This is an optimization exercise on Yosys and OpenROAD, whose aim is small area and few clock cycles, not a production implementation. In this exercise RTL edits were held to simulation tests only and were not proved equivalent to the original. Power figures rest on the tool's default switching activity, not on a simulated workload.

red:
// mcb_top
module mcb_top (
    input  wire        clk,
    input  wire        rst,
    input  wire        cmd_valid,
    output wire        cmd_ready,
    input  wire [31:0] cmd_data,
    output wire        smp_valid,
    input  wire        smp_ready,
    output wire [15:0] smp_data,
    output reg         byte_valid,
    input  wire        byte_ready,
    output wire [7:0]  byte_data,
    output reg         rd_valid,
    input  wire        rd_ready,
    output reg  [31:0] rd_data,
    output wire        irq
);
    localparam [2:0] S_IDLE = 3'd0, S_ONSET = 3'd1, S_CLOCK = 3'd2, S_SYNC = 3'd3,
                     S_DATA = 3'd4, S_DONE = 3'd5, S_FAIL = 3'd6;
    localparam [1:0] LV_NONE = 2'd0, LV_L = 2'd1, LV_H = 2'd2;
    localparam [2:0] E_CONFIG = 3'd1, E_CLOCK = 3'd2, E_DESYNC = 3'd3,
                     E_FRAMING = 3'd4, E_CMD = 3'd5;
    localparam N_KEEP = 8;    
    reg [2:0]  dstate;
  ...
clock: 16.0 ns
lec_check: 0
cap_margin: 20
core_margin: 2
core_utilization: 40
slew_margin: 20
standard.sh (not shown) runs the stock make flow with config.mk's settings and CLKGATE_MAP_FILE= SYNTH_SCRIPT=/design/flow/synth_recipe.tcl, a recipe that flattens the netlist after the stock synthesis.
==> flow/flow/run.sh <==
#!/bin/bash
# Layout flow: the standard flow (standard.sh) with these changes:
#  - synthesis leaves the adders and comparators to ABC as plain logic (no
#    mapping to the fixed full/half-adder cells first, ADDER_MAP_FILE empty) and
#    maps the logic with an area-oriented ABC script (flow/abc_area.script, with
#    a 60 s &deepsyn run) instead of ORFS's delay-oriented abc_speed.script;
#    the flip-flop mapping and register names are the standard synthesis's;
#  - every input and output port still gets its own buffer, a buf_2 cell;
#  - clock tree synthesis without dummy loads, with clusters of up to 24 sinks.
# Everything else is the standard layout. Each step's full output goes to a
# log file here.
set -euo pipefail
WORK=$(pwd)
# a private copy of ORFS's scripts folder with the ABC script replaced
rm -rf "$WORK/orfs_scripts"
cp -r "$FLOW_HOME/scripts" "$WORK/orfs_scripts"
cp "$WORK/flow/abc_area.script" "$WORK/orfs_scripts/abc_speed.script"
export BUFFER_PORTS_ARGS="-buffer_cell sky130_fd_sc_hd__buf_2"
export CTS_ARGS="-sink_clustering_enable -repair_clock_nets -dont_use_dummy_load -sink_clustering_size 24 -sink_clustering_max_diameter 100"
bash standard.sh synth "SCRIPTS_DIR=$WORK/orfs_scripts" "ADDER_MAP_FILE=" > "$WORK/flow_synth.log" 2>&1
bash standard.sh finish "SCRIPTS_DIR=$WORK/orfs_scripts" > "$WORK/flow_layout.log" 2>&1
test -s "$WORK/out/final.def"
==> flow/flow/abc_area.script <==
strash
&get -n
&fraig -x
&put
dc2
dc2
strash
&get -n
&deepsyn -T 60
&dch -f
&nf -a
&put
Testbench counts of red, summed over its fixed seeds: cycles 108,164.
Setup changes, red to blue
Settings: swapping 20 for 0 in SLEW_MARGIN; swapping 40 for 55 in CORE_UTILIZATION; swapping 20 for 0 in CAP_MARGIN; putting GPL_TIMING_DRIVEN at 0 where nothing was set.
--- a/flow/flow/run.sh
+++ b/flow/flow/run.sh
@@ -7,3 +7,3 @@
 #    the flip-flop mapping and register names are the standard synthesis's;
-#  - every input and output port still gets its own buffer, a buf_2 cell;
+#  - every input and output port still gets its own buffer, a buf_1 cell;
 #  - clock tree synthesis without dummy loads, with clusters of up to 24 sinks.
@@ -17,3 +17,3 @@
 cp "$WORK/flow/abc_area.script" "$WORK/orfs_scripts/abc_speed.script"
-export BUFFER_PORTS_ARGS="-buffer_cell sky130_fd_sc_hd__buf_2"
+export BUFFER_PORTS_ARGS="-buffer_cell sky130_fd_sc_hd__buf_1"
 export CTS_ARGS="-sink_clustering_enable -repair_clock_nets -dont_use_dummy_load -sink_clustering_size 24 -sink_clustering_max_diameter 100"
==> comparison <==
- | blue | all stages done | FAIL | max-capacitance violations, max-slew violations |
- red → blue: area growth from synthesis to layout has decreased, period utilization increased 14 points.
- Compared with red, in blue count of vias placed by the detailed router up 873, number of buffers and inverters on the critical path decreased by 1 relative to the old numbers.
- red reports its end point of the critical path as ebyte[8]$_SDFFE_PP0P_ while blue reports ebyte[11]$_SDFFE_PP0P_.
- Relative to red, number of buffers added by the clock tree synthesis step has gone down in blue.
- Floorplan core area (blue over red): decrease, 22000 sq um
- blue vs red: overall track demand over capacity in global routing up in blue
### blue -> green
Settings: GPL_TIMING_DRIVEN: 0 -> unset.
--- a/flow/flow/run.sh
+++ b/flow/flow/run.sh
@@ -8,3 +8,3 @@
 #  - every input and output port still gets its own buffer, a buf_1 cell;
-#  - clock tree synthesis without dummy loads, with clusters of up to 24 sinks.
+#  - clock tree synthesis without dummy loads, with clusters of up to 30 sinks.
 # Everything else is the standard layout. Each step's full output goes to a
@@ -18,3 +18,3 @@
 export BUFFER_PORTS_ARGS="-buffer_cell sky130_fd_sc_hd__buf_1"
-export CTS_ARGS="-sink_clustering_enable -repair_clock_nets -dont_use_dummy_load -sink_clustering_size 24 -sink_clustering_max_diameter 100"
+export CTS_ARGS="-sink_clustering_enable -repair_clock_nets -dont_use_dummy_load -sink_clustering_size 30 -sink_clustering_max_diameter 90"
 bash standard.sh synth "SCRIPTS_DIR=$WORK/orfs_scripts" "ADDER_MAP_FILE=" > "$WORK/flow_synth.log" 2>&1
## What came out
Apart from blue, each of blue and green ends the flow with a layout that passes the timing, DRC and antenna checks. Between blue and green, maximum clock frequency increased. Measured against blue, the DRC marker count from the first detailed-route iteration of green comes out at 1.13 times the reference value. Taking blue as the reference point, the proportion of power drawn by the clock network of green rises by 1.1 points. Share of final-layout standard cells stronger than drive strength 1, blue and green: larger value in green. The wire length of green is higher than that of blue.
Relative to green, the following input files were edited for orange:
Settings: CAP_MARGIN: 0 -> 20; CORE_UTILIZATION: 55 -> 40; SLEW_MARGIN: 0 -> 20.
==> flow/flow/run.sh <==
#!/bin/bash
# Layout flow: the standard flow (standard.sh) with these changes:
#  - synthesis maps the logic with an area-oriented ABC script
#    (flow/abc_area.script, with a 60 s &deepsyn run) instead of ORFS's delay-oriented abc_speed.script;
#    the flip-flop mapping and register names are the standard synthesis's;
#  - every input and output port still gets its own buffer, a buf_2 cell;
#  - clock tree synthesis without dummy loads, with clusters of up to 24 sinks.
# Everything else is the standard layout. Each step's full output goes to a
# log file here.
set -euo pipefail
WORK=$(pwd)
# a private copy of ORFS's scripts folder with the ABC script replaced
rm -rf "$WORK/orfs_scripts"
cp -r "$FLOW_HOME/scripts" "$WORK/orfs_scripts"
cp "$WORK/flow/abc_area.script" "$WORK/orfs_scripts/abc_speed.script"
export BUFFER_PORTS_ARGS="-buffer_cell sky130_fd_sc_hd__buf_2"
export CTS_ARGS="-sink_clustering_enable -repair_clock_nets -dont_use_dummy_load -sink_clustering_size 24 -sink_clustering_max_diameter 100"
bash standard.sh synth "SCRIPTS_DIR=$WORK/orfs_scripts" > "$WORK/flow_synth.log" 2>&1
bash standard.sh finish "SCRIPTS_DIR=$WORK/orfs_scripts" > "$WORK/flow_layout.log" 2>&1
test -s "$WORK/out/final.def"
orange vs. green: number of stages on the worst hold path shrank by 2; setup slack shrank by 420 ps.
Cell area, orange vs green: up by more than 10%
orange against green: total power now smaller; switching power comparable.

* * *

before:
mcb_top, a different RTL version from the one above (not shown whole).
Size: roughly 610 flip-flops, roughly 42,000 um^2 of cells after synthesis.
==> flow/design.v (excerpt) <==
module mcb_top (
    input  wire        clk,
    input  wire        rst,
    input  wire        cmd_valid,
    output wire        cmd_ready,
    input  wire [31:0] cmd_data,
    output wire        smp_valid,
    input  wire        smp_ready,
    output wire [15:0] smp_data,
    output reg         byte_valid,
    input  wire        byte_ready,
    output wire [7:0]  byte_data,
    output reg         rd_valid,
    input  wire        rd_ready,
    output reg  [31:0] rd_data,
    output wire        irq
);
    localparam [2:0] S_IDLE = 3'd0, S_ONSET = 3'd1, S_CLOCK = 3'd2, S_SYNC = 3'd3,
                     S_DATA = 3'd4, S_DONE = 3'd5, S_FAIL = 3'd6;
    localparam [1:0] LV_NONE = 2'd0, LV_L = 2'd1, LV_H = 2'd2;
    localparam [2:0] E_CONFIG = 3'd1, E_CLOCK = 3'd2, E_DESYNC = 3'd3,
                     E_FRAMING = 3'd4, E_CMD = 3'd5;
    localparam N_KEEP = 8;    
    reg [2:0]  dstate;
    reg [5:1]  errflags;      
    reg [2:0]  cause;
    reg [31:0] esmp, ebyte, cmdcnt;
    reg [14:0] enc_t, enc_a, minvol;
    reg [1:0]  ctrl;
    reg [31:0] smpcnt;
    reg [14:0] nf;            
    reg        thr_ok;        
    reg [14:0] clk_t;
    reg [31:0] bitcnt, bytecnt, skipcnt;
    reg        be;
    reg [14:0] mv;
    reg [1:0]  lvl;
    reg [16:0] cnt;           
    reg [1:0]  stg;           
    reg [15:0] ncnt;          
    reg        xs;
    reg [4:0]  bufn;
    reg        outl;
    reg        ph;
    reg [3:0]  nb;
    reg [9:0]  sh;
    reg        partial;
    reg [16:0] bq [0:N_KEEP-1];    
    reg [4:0]  rd_sel;
    wire       enc_busy, enc_bfull, enc_ppend;
    reg        enc_start;
    mcb_enc u_enc (
        .clk(clk), .rst(rst),
        .start(enc_start), .kind(cmd_data[25:24]), .arg(cmd_data[7:0]),
        .t_half(enc_t), .amp(enc_a), .busy(enc_busy),
        .byte_full(enc_bfull), .post_pend(enc_ppend),
  ...
clock: 16.0 ns
lec_check: 0
cap_margin: 20
core_margin: 2
core_utilization: 40
slew_margin: 20
run.sh (not shown) runs the stock make flow with config.mk's settings and CLKGATE_MAP_FILE= SYNTH_SCRIPT=/design/flow/synth_recipe.tcl, a recipe that flattens the netlist after the stock synthesis.
Stock flow here: none of the scripts above is used.
Testbench counts of before, summed over its fixed seeds: cycles 108,164.
Modified inputs, after compared to before
Settings: an added CTS_BUF_LIST of sky130_fd_sc_hd__clkbuf_4; an added GPL_TIMING_DRIVEN of 0.
Results
- Looking at top power consumer group, the clock result is from before; the registers one comes from after.
- Diff after..before | maximum count of clock buffers along a single path | unchanged
- after ends up with lower largest net degree at the start of global routing than before does.
- | finished layout cell area | before vs after | ≈ equal |
- Count of clock-buffer cells in the layout in after is 157 higher than in before
- Relative to before, the headroom to the max-slew limit of after is higher by 0.76 points.
- Comparing after and before, detailed route wirelength on metal2 is higher on after.

[port drivers added, routing unchanged]
The results above use ideal ports. As a check the final layouts listed here were re-extracted and re-timed, cells and wires unchanged.
Step 1 assumes that a clkbuf_16 drives the clock port and a buf_2 every other input.
Step 2, shift: input delay + t, output delay - t, t = (earliest + latest rising clock arrival at the registers) / 2. This alone moves slack from input paths to output paths.
Slacks: ideal ports / drivers / drivers and shift; pairs: ideal ports / drivers.
run	shift t [ns]	setup slack, ns	worst setup path after step 2	latest minus earliest clock arrival (ns)	slew at the worst register clock pin (ns)
red	0.627	6.089 / 6.140 / 5.513	input to register	0.080 / 0.080	0.11 / 0.11
blue	0.697	3.857 / 3.898 / 3.201	input to register	0.055 / 0.054	0.11 / 0.11
green	0.633	5.392 / 5.392 / 4.857	input to register	0.073 / 0.073	0.12 / 0.12
orange	0.684	4.967 / 4.967 / 4.674	input to register	0.084 / 0.084	0.10 / 0.10
before	0.714	5.563 / 5.592 / 4.878	input to register	0.042 / 0.042	0.07 / 0.07
after	1.183	4.322 / 4.351 / 3.168	input to register	0.123 / 0.123	0.08 / 0.08
The setup slack of after, which loses most, moves by +0.029 ns with the drivers and by -1.154 ns with both steps.
